Context: an optimization exercise on an open-source flow, tuned for small area, a short achievable clock period and few clock cycles per item. The choices shown serve that exercise and are no tape-out recipe. Where RTL was checked, it was by simulation tests only, not by an equivalence proof against the original. Power figures rest on the tool's default switching activity, not on a simulated workload.

==> fjord: inputs <==
==> flow/design.v <==
module tone_divisor_search (
    input  wire        clk,
    input  wire        rst,       
    input  wire        start,
    input  wire [31:0] hz,        
    output wire        ready,
    output reg         done,
    output wire [7:0]  div,       
    output wire [15:0] cmp,       
    output wire [33:0] err        
);
    localparam [25:0] N = 26'd42000000;
    localparam [1:0] P_DIV = 2'd0, P_RND = 2'd1, P_NEG = 2'd2, P_SHF = 2'd3;
    reg        busy;
    reg        uq;        
    reg [1:0]  ph;
    reg        bigq;      
    reg [4:0]  cnt;       
    reg        nb;        
    reg [31:0] hzr;
    reg [33:0] R;         
    reg [15:0] X;         
    reg [1:0]  K;         
    assign ready = ~busy;
    assign div   = {K == 2'd3, 1'b0, K == 2'd2, 1'b0, K == 2'd1, 1'b0, K == 2'd0, 1'b0};
    assign cmp   = X;
    assign err   = {R[33:1], 1'b0};
    wire acc = start & ~busy;
    wire t10 = |hz[31:10];
    wire t12 = |hz[31:12];
    wire t13 = |hz[31:13];
    wire t14 = |hz[31:14];
    wire t15 = |hz[31:15];
    wire t18 = |hz[31:18];
    wire tiny_in = ~t10 && (hz[9:4] == 6'd0) && (hz[3:0] <= 4'd10);
    wire s8  = t18;
    wire s11 = t15 & ~t18;
    wire s12 = t14 & ~t15;
    wire s13 = t13 & ~t14;
    wire s14 = t12 & ~t13;
    wire s16 = t10 & ~t12;
    wire s22 = ~t10 & ~tiny_in;
    wire [3:0]  t_hi   = 4'd10 - hz[3:0];
    wire [9:0]  t_lo   = 10'd890 + {6'd0, hz[3:0]};
    wire [26:0] r_tiny = {t_hi, 6'd0, t_lo, 7'd0};
    wire [26:0] r_in = ({27{s8}}  & (N >> 8))  | ({27{s11}} & (N >> 11)) |
                       ({27{s12}} & (N >> 12)) | ({27{s13}} & (N >> 13)) |
                       ({27{s14}} & (N >> 14)) | ({27{s16}} & (N >> 16)) |
                       ({27{s22}} & (N >> 22)) | ({27{tiny_in}} & r_tiny);
    wire [4:0]  c_in = ({5{s8}}  & 5'd7)  | ({5{s11}} & 5'd10) | ({5{s12}} & 5'd11) |
                       ({5{s13}} & 5'd12) | ({5{s14}} & 5'd13) | ({5{s16}} & 5'd15) |
                       ({5{s22}} & 5'd21);    
    wire        n_in = |({s8, s11, s12, s13, s14, s16, s22} &
                         {N[7], N[10], N[11], N[12], N[13], N[15], N[21]});
    wire ge641 = (hzr >= 32'd641);
    wire ge161 = (hzr >= 32'd161);
    wire ge41  = (hzr >= 32'd41);
    wire [1:0] k   = {~ge161, (~ge641 & ge161) | ~ge41};
    wire       lo25 = (hzr[31:25] == 7'd0);
    wire        dv    = busy & (ph == P_DIV);
    wire        rn    = busy & (ph == P_RND);
    wire        ng    = busy & (ph == P_NEG);
    wire        sh    = busy & (ph == P_SHF);
    wire        x0    = (X == 16'd0);
    wire        bstop = dv & (cnt == 5'd1) & x0 & ~cy;    
    wire        unsh  = uq;              
    wire [25:0] A     = unsh ? {1'b0, R[24:0]} : {R[24:0], dv & nb};
    wire        cin   = dv | (ng & ~bigq);
    wire [26:0] S2    = {1'b0, A[24:0], 1'b1} + {1'b0, ~hzr[24:0], cin};
    wire [24:0] S     = S2[25:1];
    wire        c25   = S2[26];
    wire        cy    = (c25 | A[25]) & lo25;        
    wire        take  = ng | ((dv | rn) & cy);
    wire [24:0] r_lo  = take ? (S ^ {25{ng}}) : acc ? r_in[24:0] : A[24:0];
    wire [6:0]  hi7   = hzr[31:25] - {6'd0, c25};
    wire [8:0]  r_hi  = (sh | (rn & ~cy)) ? R[32:24] :
                        ng ? {2'b0, hi7 & {7{bigq}}} :
                        busy ? 9'd0 : acc ? {7'd0, r_in[26:25]} : R[33:25];
    wire [15:0] x_inc = X + 16'd1;
    wire        x_up  = (rn & cy) | (ng & bigq);
    wire last = (cnt == {2'd0, k, 1'b0});
    wire [1:0] ph_nx = {busy & (ph[1] | ph[0] | bstop),
                        busy & ((dv & last) | (rn & ~cy) | ng | sh)};
    wire fin = (rn & ~cy & (k == 2'd0)) | (ng & (k == 2'd0) & ~bigq) |
               (sh & (cnt == 5'd0));
    wire busy_nx = ~rst & (busy ? ~fin : (acc & ~tiny_in));
    wire done_nx = ~rst & (busy ? fin : (acc & tiny_in));
    always @(posedge clk) begin
        busy <= busy_nx;
        done <= done_nx;
        uq   <= ~busy_nx | (ph_nx == P_NEG);
    end
    always @(posedge clk) begin
        ph <= ph_nx;
        if (!busy) begin
            hzr  <= hz;
            cnt  <= c_in;
            nb   <= n_in;
            bigq <= 1'b0;
        end else begin
            K <= k;
            if (bstop) begin
                bigq <= 1'b1;
                cnt  <= 5'd1;
            end else if (dv || sh) begin
                cnt <= cnt - 5'd1;
                nb  <= N[cnt - 5'd1];
            end
        end
        if (acc && tiny_in)
            K <= 2'd3;
        R <= {r_hi, r_lo};
        if (acc)
            X <= {16{tiny_in}};
        else if (dv)
            X <= {X[14:0], cy | (cnt == 5'd1 && x0)};
        else if (x_up)
            X <= x_inc;
    end
endmodule
==> flow/flow/run.sh <==
#!/bin/bash
# Standard ORFS layout (the standard.sh), with a larger setup-slack
# target for timing repair and buf_2 cells as the port buffers.
set -euo pipefail
export SETUP_SLACK_MARGIN=6.0
export BUFFER_PORTS_ARGS="-buffer_cell sky130_fd_sc_hd__buf_2"
bash standard.sh > standard.log 2>&1
==> flow/standard.sh <==
#!/bin/bash
# synth_recipe.tcl (not shown) runs the flow's synth.tcl, then flattens the netlist and writes it again
# the make line also repeats each setting of config.mk as NAME=value (left out here)
make -C /OpenROAD-flow-scripts/flow DESIGN_CONFIG=/design/flow/config.mk WORK_HOME=/design/flow/orfs CLKGATE_MAP_FILE= SYNTH_SCRIPT=/design/flow/synth_recipe.tcl "${@:-finish}"
==> flow/config.mk <==
export PLATFORM = sky130hd
export DESIGN_NAME = tone_divisor_search
export DESIGN_NICKNAME = tone_divisor_search
export VERILOG_FILES = /design/flow/design.v
export SDC_FILE = /design/flow/constraint.sdc
export NUM_CORES = 4
export LEC_CHECK = 0
export CAP_MARGIN = 20
export CORE_MARGIN = 2
export CORE_UTILIZATION = 40
export PLACE_DENSITY = 0.6
export SLEW_MARGIN = 20
==> flow/constraint.sdc <==
create_clock -name core_clock -period 10.0 [get_ports {clk}]
set_input_delay 2.0000 -clock core_clock [delete_from_list [all_inputs] [get_ports {clk}]]
set_output_delay 2.0000 -clock core_clock [all_outputs]
set_load 0.01 [all_outputs]
==> inputs of lagoon, as changes to fjord <==
==> flow/design.v, changed modules only <==
module tone_divisor_search (
    input  wire        clk,
    input  wire        rst,       
    input  wire        start,
    input  wire [31:0] hz,        
    output wire        ready,
    output reg         done,
    output wire [7:0]  div,       
    output wire [15:0] cmp,       
    output wire [33:0] err        
);
    localparam [25:0] N = 26'd42000000;
    localparam [1:0] P_DIV = 2'd0, P_RND = 2'd1, P_NEG = 2'd2, P_SHF = 2'd3;
    reg        busy;
    reg        uq;        
    reg        cq;        
    reg        tq;        
    reg        nq;        
    reg [1:0]  ph;
    reg        bigq;      
    reg [4:0]  cnt;       
    reg        nb;        
    reg [31:0] hzr;
    reg [26:0] R;         
    reg [15:0] X;         
    reg [1:0]  K;         
    assign ready = ~busy;
    assign div   = {K == 2'd3, 1'b0, K == 2'd2, 1'b0, K == 2'd1, 1'b0, K == 2'd0, 1'b0};
    assign cmp   = X;
    assign err   = {hzr[31:25], R[26:1], 1'b0};
    wire acc = start & ~busy;
    wire t10 = |hz[31:10];
    wire t12 = |hz[31:12];
    wire t13 = |hz[31:13];
    wire t14 = |hz[31:14];
    wire t15 = |hz[31:15];
    wire t18 = |hz[31:18];
    wire s8  = t18;
    wire s11 = t15 & ~t18;
    wire s12 = t14 & ~t15;
    wire s13 = t13 & ~t14;
    wire s14 = t12 & ~t13;
    wire s16 = t10 & ~t12;
    wire s22 = ~t10;
    wire [26:0] r_in = ({27{s8}}  & (N >> 8))  | ({27{s11}} & (N >> 11)) |
                       ({27{s12}} & (N >> 12)) | ({27{s13}} & (N >> 13)) |
                       ({27{s14}} & (N >> 14)) | ({27{s16}} & (N >> 16)) |
                       ({27{s22}} & (N >> 22));
    wire [4:0]  c_in = ({5{s8}}  & 5'd7)  | ({5{s11}} & 5'd10) | ({5{s12}} & 5'd11) |
                       ({5{s13}} & 5'd12) | ({5{s14}} & 5'd13) | ({5{s16}} & 5'd15) |
                       ({5{s22}} & 5'd21);    
    wire        n_in = |({s8, s11, s12, s13, s14, s16, s22} &
                         {N[7], N[10], N[11], N[12], N[13], N[15], N[21]});
    wire ge641 = (hzr >= 32'd641);
    wire ge161 = (hzr >= 32'd161);
    wire ge41  = (hzr >= 32'd41);
    wire [1:0] k   = {~ge161, (~ge641 & ge161) | ~ge41};
    wire       lo25 = (hzr[31:25] == 7'd0);
    wire [6:0] hm1  = hzr[31:25] - 7'd1;
    wire        tiny   = (hzr[31:4] == 28'd0) && (hzr[3:0] <= 4'd10);
    wire [3:0]  t_hi   = 4'd10 - hzr[3:0];
    wire [9:0]  t_lo   = 10'd890 + {6'd0, hzr[3:0]};
    wire [26:0] r_tiny = {t_hi, 6'd0, t_lo, 7'd0};
    wire        dv    = busy & (ph == P_DIV);
    wire        rn    = busy & (ph == P_RND);
    wire        ng    = busy & (ph == P_NEG);
    wire        sh    = busy & (ph == P_SHF);
    wire        x0    = (X == 16'd0);
    wire        bstop = dv & (cnt == 5'd1) & x0 & ~cy;    
    wire [25:0] A     = uq ? {1'b0, R[24:0]} : {R[24:0], nb};
    wire [26:0] S2    = {1'b0, A[24:0], 1'b1} + {1'b0, ~hzr[24:0], cq};
    wire [24:0] S     = S2[25:1];
    wire        c25   = S2[26];
    wire        cy    = (c25 | A[25]) & lo25 & ~tiny;   
    wire        take  = nq | (tq & cy);
    wire        tdv   = dv & tiny;
    wire [24:0] r_lo  = take ? (S ^ {25{nq}}) : acc ? r_in[24:0] :
                        tdv ? r_tiny[24:0] : A[24:0];
    wire [6:0]  hi7   = c25 ? hm1 : hzr[31:25];
    wire [1:0]  r_hi  = (sh | (rn & ~cy)) ? R[25:24] :
                        tdv ? r_tiny[26:25] :
                        busy ? 2'd0 : acc ? r_in[26:25] : R[26:25];
    wire [15:0] x_inc = X + 16'd1;
    wire        x_up  = (rn & cy) | (ng & bigq);
    wire last = (cnt == {2'd0, k, 1'b0});
    wire [1:0] ph_nx = {busy & (ph[1] | ph[0] | bstop),
                        busy & ((dv & last) | (rn & ~cy) | ng | sh)};
    wire fin = tdv | (rn & ~cy & (k == 2'd0)) | (ng & (k == 2'd0) & ~bigq) |
               (sh & (cnt == 5'd0));
    wire busy_nx = ~rst & (busy ? ~fin : acc);
    wire done_nx = ~rst & busy & fin;
    wire bigq_nx = busy & (bigq | bstop);
    always @(posedge clk) begin
        busy <= busy_nx;
        done <= done_nx;
        uq   <= ~busy_nx | (ph_nx == P_NEG);
        cq   <= busy_nx & ((ph_nx == P_DIV) | ((ph_nx == P_NEG) & ~bigq_nx));
        tq   <= busy_nx & ((ph_nx == P_DIV) | (ph_nx == P_RND));
        nq   <= busy_nx & (ph_nx == P_NEG);
    end
    always @(posedge clk) begin
        ph <= ph_nx;
        if (!busy) begin
            cnt  <= c_in;
            nb   <= n_in;
        end else begin
            if (dv)
                K <= k;
            nb <= dv & ~last & N[cnt - 5'd1];
            if (bstop)
                cnt <= 5'd1;
            else if (dv || sh)
                cnt <= cnt - 5'd1;
        end
        bigq <= bigq_nx;
        R <= {r_hi, r_lo};
        if (acc)
            hzr <= hz;
        else if (ng && bigq)
            hzr[31:25] <= hi7;
        if (acc)
            X <= 16'd0;
        else if (tdv)
            X <= 16'hFFFF;
        else if (dv)
            X <= {X[14:0], cy | (cnt == 5'd1 && x0)};
        else if (x_up)
            X <= x_inc;
    end
endmodule
==> flow/flow/run.sh (replaced) <==
#!/bin/bash
# Standard ORFS layout (the standard.sh), with a larger setup-slack
# target for timing repair and buf_1 cells as the port buffers.
set -euo pipefail
export SETUP_SLACK_MARGIN=6.5
export BUFFER_PORTS_ARGS="-buffer_cell sky130_fd_sc_hd__buf_1"
bash standard.sh > standard.log 2>&1
--- a/flow/config.mk
+++ b/flow/config.mk
@@ -12 +12,2 @@
 export SLEW_MARGIN = 20
+export TNS_END_PERCENT = 0
==> inputs of maple, as changes to fjord <==
--- a/flow/design.v
+++ b/flow/design.v
@@ -58,2 +58,3 @@
     wire [1:0] k   = {~ge161, (~ge641 & ge161) | ~ge41};
+    wire       big = (hzr > 32'd21000000);
     wire       lo25 = (hzr[31:25] == 7'd0);
@@ -63,4 +64,3 @@
     wire        sh    = busy & (ph == P_SHF);
-    wire        x0    = (X == 16'd0);
-    wire        bstop = dv & (cnt == 5'd1) & x0 & ~cy;    
+    wire        bstop = dv & big & (cnt == 5'd1);    
     wire        unsh  = uq;              
@@ -82,3 +82,3 @@
     wire [1:0] ph_nx = {busy & (ph[1] | ph[0] | bstop),
-                        busy & ((dv & last) | (rn & ~cy) | ng | sh)};
+                        busy & ((dv & ~big & last) | (rn & ~cy) | ng | sh)};
     wire fin = (rn & ~cy & (k == 2'd0)) | (ng & (k == 2'd0) & ~bigq) |
@@ -115,3 +115,3 @@
         else if (dv)
-            X <= {X[14:0], cy | (cnt == 5'd1 && x0)};
+            X <= {X[14:0], cy | bstop};
         else if (x_up)
--- a/flow/config.mk
+++ b/flow/config.mk
@@ -9,4 +9,4 @@
 export CORE_MARGIN = 2
-export CORE_UTILIZATION = 40
-export PLACE_DENSITY = 0.6
+export CORE_UTILIZATION = 60
+export PLACE_DENSITY = 0.75
 export SLEW_MARGIN = 20
==> comparison table <==
quantity	fjord	lagoon	maple
Proportion of synthesized area in mux cells	5.928%	4.725%	5.470%
Internal portion of total power	921.5 uW	773.4 uW	842.0 uW
Clk sinks	96	92	96
Min-Delay Endpoint	K[0]$_SDFFE_PP1P_	bigq$_DFF_P_	bigq$_SDFFE_PN0P_
Register area share after synthesis	34.65%	32.09%	35.76%
Data required, critical path	10240 ps	10310 ps	10080 ps
Number of flip-flops in the largest register	34	32	34
Proportion of power drawn by flip-flops and latches	36.4%	38.6%	38.8%
Cell area after technology mapping	7366 sq um	7018 sq um	7137 sq um
Layout Area Growth over Synthesis	10.26%	9.378%	10.36%
Largest net degree at the start of global routing	43	56	42
Outcome	no timing/DRC/antenna violations	no timing/DRC/antenna violations	no timing/DRC/antenna violations
Final Instance Area	8122 sq um	7676 sq um	7876 sq um
RSZ-0062 raised after global routing	true	true	false
Total power of the final layout	1422 uW	1210 uW	1299 uW
Worst setup slack after layout	6066 ps	6391 ps	6027 ps
Via density per instance	5.699	5.662	6.550
Critical hold path startpoint	K[0]$_SDFFE_PP1P_	bigq$_DFF_P_	bigq$_SDFFE_PN0P_
Wire length of the first global-routing pass	32570 microns	30340 microns	32040 microns
Layout cell share with drive strength beyond 1	20.82%	11.84%	20.32%
Testbench counts of lagoon, summed over its fixed seeds: cycles 19,890, items 1,280.
No functional check of the RTL was part of fjord and maple.

[re-timing with driven ports]
The results above use ideal ports. As a check the final layouts listed here were re-extracted and re-timed, cells and wires unchanged. Step 1 (the two cells are an assumption about what drives the block):
set clk [get_ports {clk}]
set_driving_cell -lib_cell sky130_fd_sc_hd__clkbuf_16 $clk
set_driving_cell -lib_cell sky130_fd_sc_hd__buf_2 [delete_from_list [all_inputs] $clk]
Step 2 times the ports against the registers' clock, not the clock port: input delays grow and output delays shrink by t, the midpoint of the rising clock arrivals with the driver on. Slacks: no drivers / after step 1 / after step 2; pairs: no drivers / after step 1.
| run | shift t [ns] | setup WS [ns] | clock arrival spread, ns | slew at the worst register clock pin (ns) |
|---|---|---|---|---|
| fjord | 0.401 | 6.066 / 6.088 / 5.687 | 0.011 / 0.011 | 0.07 / 0.07 |
| lagoon | 0.405 | 6.391 / 6.417 / 6.011 | 0.008 / 0.007 | 0.07 / 0.07 |
| maple | 0.398 | 6.027 / 6.049 / 5.651 | 0.009 / 0.010 | 0.07 / 0.07 |
After both steps setup and hold are still met in every run listed. The setup slack of lagoon, which loses most, moves by +0.026 ns with the drivers and by -0.380 ns with both steps.
